Context: an optimization exercise on an open-source flow, tuned for small area. The choices shown serve that exercise and are no tape-out recipe.
Only simulation tests tie the RTL to the original design; equivalence was not proved.
The flow treats the clock pin as an ideal source, which a real chip does not have.

Setup of lane 1:
==> flow/design.v (excerpt) <==
module owir (
    input  wire        clk,
    input  wire        rst,
    input  wire        bus_sel,
    input  wire        bus_we,
    input  wire [4:0]  bus_off,
    input  wire [15:0] bus_wdata,
    input  wire        bus_size,
    output reg  [15:0] bus_rdata,
    output wire        ow_oe,
    output wire        ow_o,
    input  wire        ow_i,
    output wire        ir_tx_o,
    input  wire        ir_rx_i,
    input  wire [3:0]  btn_i,
    output wire        irq_tick,
    output wire        irq_ow,
    output wire        irq_rx,
    output wire        irq_btn
);
export LEC_CHECK = 0
export CAP_MARGIN = 20
export CORE_MARGIN = 2
export CORE_UTILIZATION = 40
export SLEW_MARGIN = 20
create_clock -name core_clock -period 10.0 [get_ports {clk}]
standard.sh (not shown) runs the stock make flow with config.mk's settings and CLKGATE_MAP_FILE= SYNTH_SCRIPT=/design/flow/synth_recipe.tcl, a recipe that flattens the netlist after the stock synthesis.
==> flow/flow/run.sh <==
#!/bin/bash
# Own layout flow: the standard flow (standard.sh) with
#  - synthesis: the standard script without adder cells and with the smallest of several area-oriented abc mappings,
#  - port buffers: buf_1 instead of the default pick,
#  - clock tree: built by flow/mantree.tcl before ORFS's CTS step (a clkbuf_16 root on the
#    clock port driving clkbuf_8 leaves, each for about 14 flip-flops grouped by location);
#    TritonCTS is then pointed at the port net only, which it leaves alone.
set -euo pipefail
W=$(pwd)
export FLOW_WORK=$W
export MY_ABC_DIR=$W/flow
export BUFFER_PORTS_ARGS="-buffer_cell sky130_fd_sc_hd__buf_1"
export PRE_CTS_TCL=$W/flow/mantree.tcl
export MT_CLK=clk MT_LEAF=sky130_fd_sc_hd__clkbuf_8 MT_ROOT=sky130_fd_sc_hd__clkbuf_16 MT_SIZE=14
export CTS_ARGS="-clk_nets clk"
sed "s#SYNTH_SCRIPT=[^ ]*#SYNTH_SCRIPT=$W/flow/my_synth.tcl#" standard.sh > my_standard.sh
grep -q "SYNTH_SCRIPT=$W/flow/my_synth.tcl" my_standard.sh
bash my_standard.sh synth > synth.log 2>&1
bash my_standard.sh > layout.log 2>&1
test -f out/final.def
==> flow/flow/mantree.tcl <==
# Manual clock tree: FFs grouped by k-means on location, one leaf buffer per group,
# all leaves driven by one root buffer on the clock port.
set block [ord::get_db_block]
set db [ord::get_db]
set leaf_master [$db findMaster $::env(MT_LEAF)]
set root_master [$db findMaster $::env(MT_ROOT)]
set clk_net [$block findNet $::env(MT_CLK)]
set sinks {}
foreach it [$clk_net getITerms] {
  if {[$it isInputSignal] || [$it getIoType] eq "INPUT"} { lappend sinks $it }
}
set n [llength $sinks]
set k [expr {int(ceil(double($n) / $::env(MT_SIZE)))}]
puts "MANTREE sinks $n groups $k"
# positions
set xs {}; set ys {}
foreach it $sinks {
  set b [[$it getInst] getBBox]
  lappend xs [expr {([$b xMin] + [$b xMax]) / 2.0}]
  lappend ys [expr {([$b yMin] + [$b yMax]) / 2.0}]
}
# init centers: spread along sorted order of x+y
set order [lsort -real -indices [lmap x $xs y $ys {expr {$x + $y}}]]
set cx {}; set cy {}
for {set j 0} {$j < $k} {incr j} {
  set i [lindex $order [expr {int(($j + 0.5) * $n / $k)}]]
  lappend cx [lindex $xs $i]; lappend cy [lindex $ys $i]
}
# balanced k-means: assign by distance with capacity limit
set cap [expr {int(ceil(double($n) / $k))}]
for {set iter 0} {$iter < 30} {incr iter} {
  set pairs {}
  for {set i 0} {$i < $n} {incr i} {
    for {set j 0} {$j < $k} {incr j} {
      set d [expr {abs([lindex $xs $i] - [lindex $cx $j]) + abs([lindex $ys $i] - [lindex $cy $j])}]
      lappend pairs [list $d $i $j]
    }
  }
  set pairs [lsort -real -index 0 $pairs]
  set asg [lrepeat $n -1]; set cnt [lrepeat $k 0]
  set left $n
  foreach p $pairs {
    lassign $p d i j
    if {[lindex $asg $i] >= 0} continue
    if {[lindex $cnt $j] >= $cap} continue
    lset asg $i $j; lset cnt $j [expr {[lindex $cnt $j] + 1}]
    incr left -1
    if {$left == 0} break
  }
  set sx [lrepeat $k 0.0]; set sy [lrepeat $k 0.0]
  for {set i 0} {$i < $n} {incr i} {
    set j [lindex $asg $i]
    lset sx $j [expr {[lindex $sx $j] + [lindex $xs $i]}]
    lset sy $j [expr {[lindex $sy $j] + [lindex $ys $i]}]
  }
  for {set j 0} {$j < $k} {incr j} {
    set c [lindex $cnt $j]
    if {$c > 0} { lset cx $j [expr {[lindex $sx $j] / $c}]; lset cy $j [expr {[lindex $sy $j] / $c}] }
  }
}
# build
set root [odb::dbInst_create $block $root_master "mt_root"]
set rnet [odb::dbNet_create $block "mt_root_net"]
$rnet setSigType CLOCK
[$root findITerm A] connect $clk_net
[$root findITerm X] connect $rnet
set mx 0.0; set my 0.0
for {set j 0} {$j < $k} {incr j} {
  set b [odb::dbInst_create $block $leaf_master "mt_leaf_$j"]
  set net [odb::dbNet_create $block "mt_leaf_net_$j"]
  $net setSigType CLOCK
  [$b findITerm A] connect $rnet
  [$b findITerm X] connect $net
  $b setLocation [expr {int([lindex $cx $j])}] [expr {int([lindex $cy $j])}]
  $b setPlacementStatus PLACED
  set mx [expr {$mx + [lindex $cx $j]}]; set my [expr {$my + [lindex $cy $j]}]
  for {set i 0} {$i < $n} {incr i} {
    if {[lindex $asg $i] == $j} {
      set it [lindex $sinks $i]
      $it disconnect
      $it connect $net
    }
  }
  puts "MANTREE leaf $j sinks [lindex $cnt $j]"
}
$root setLocation [expr {int($mx / $k)}] [expr {int($my / $k)}]
$root setPlacementStatus PLACED
Other scripts of this flow, unchanged in this note and not shown: flow/flow/my_synth.tcl, flow/flow/s14.abc, flow/flow/s22.abc, flow/flow/s26.abc, flow/flow/s29.abc, flow/flow/s32.abc, flow/flow/t01.abc, flow/flow/t02.abc, flow/flow/t03.abc, flow/flow/t04.abc, flow/flow/t05.abc, flow/flow/t06.abc, flow/flow/t07.abc, flow/flow/t08.abc
The final layout from lane 1, which completed every stage, passed the timing, DRC and antenna checks at the end of the flow.
What lane 4 does differently from lane 1 at the input level:
- a change of CORE_UTILIZATION from 40 to 65
--- a/flow/flow/run.sh
+++ b/flow/flow/run.sh
@@ -5,3 +5,3 @@
 #  - clock tree: built by flow/mantree.tcl before ORFS's CTS step (a clkbuf_16 root on the
-#    clock port driving clkbuf_8 leaves, each for about 14 flip-flops grouped by location);
+#    clock port driving clkbuf_8 leaves, each for about 18 flip-flops grouped by location);
 #    TritonCTS is then pointed at the port net only, which it leaves alone.
@@ -13,3 +13,3 @@
 export PRE_CTS_TCL=$W/flow/mantree.tcl
-export MT_CLK=clk MT_LEAF=sky130_fd_sc_hd__clkbuf_8 MT_ROOT=sky130_fd_sc_hd__clkbuf_16 MT_SIZE=14
+export MT_CLK=clk MT_LEAF=sky130_fd_sc_hd__clkbuf_8 MT_ROOT=sky130_fd_sc_hd__clkbuf_16 MT_SIZE=18
 export CTS_ARGS="-clk_nets clk"
==> comparison <==
- Per the comparison of lane 4 with lane 1, number of global-route vias before repair decreased 2.5%, chip width decreased 27 µm.
- Relative to lane 1, global routing usage on met3 has increased by 2.1 points in lane 4.
- bus_rdata[3] as the end of the critical path was reported by lane 1, and bus_rdata[5] by lane 4.

static timing again, ports no longer ideal:
In the flow no input, the clock included, has a driving cell. The finished layouts below were timed again as built, in two steps.
Step 1 (the two cells are an assumption about what drives the block):
set clk [get_ports {clk}]
set_driving_cell -lib_cell sky130_fd_sc_hd__clkbuf_16 $clk
set_driving_cell -lib_cell sky130_fd_sc_hd__buf_2 [delete_from_list [all_inputs] $clk]
Step 2 times the ports against the registers' clock, not the clock port: input delays grow and output delays shrink by t, the midpoint of the rising clock arrivals with the driver on.
a / b / c = ideal / step 1 / step 2; a / b = the first two.
run	t (ns)	setup slack, ns	worst setup path after step 2
lane 1	0.406	4.052 / 4.030 / 4.030	input to output
lane 4	0.402	4.105 / 4.058 / 4.058	input to output
After both steps setup and hold are still met in every run listed. The setup slack of lane 4, which loses most, moves by -0.047 ns with the drivers and by -0.047 ns with both steps.
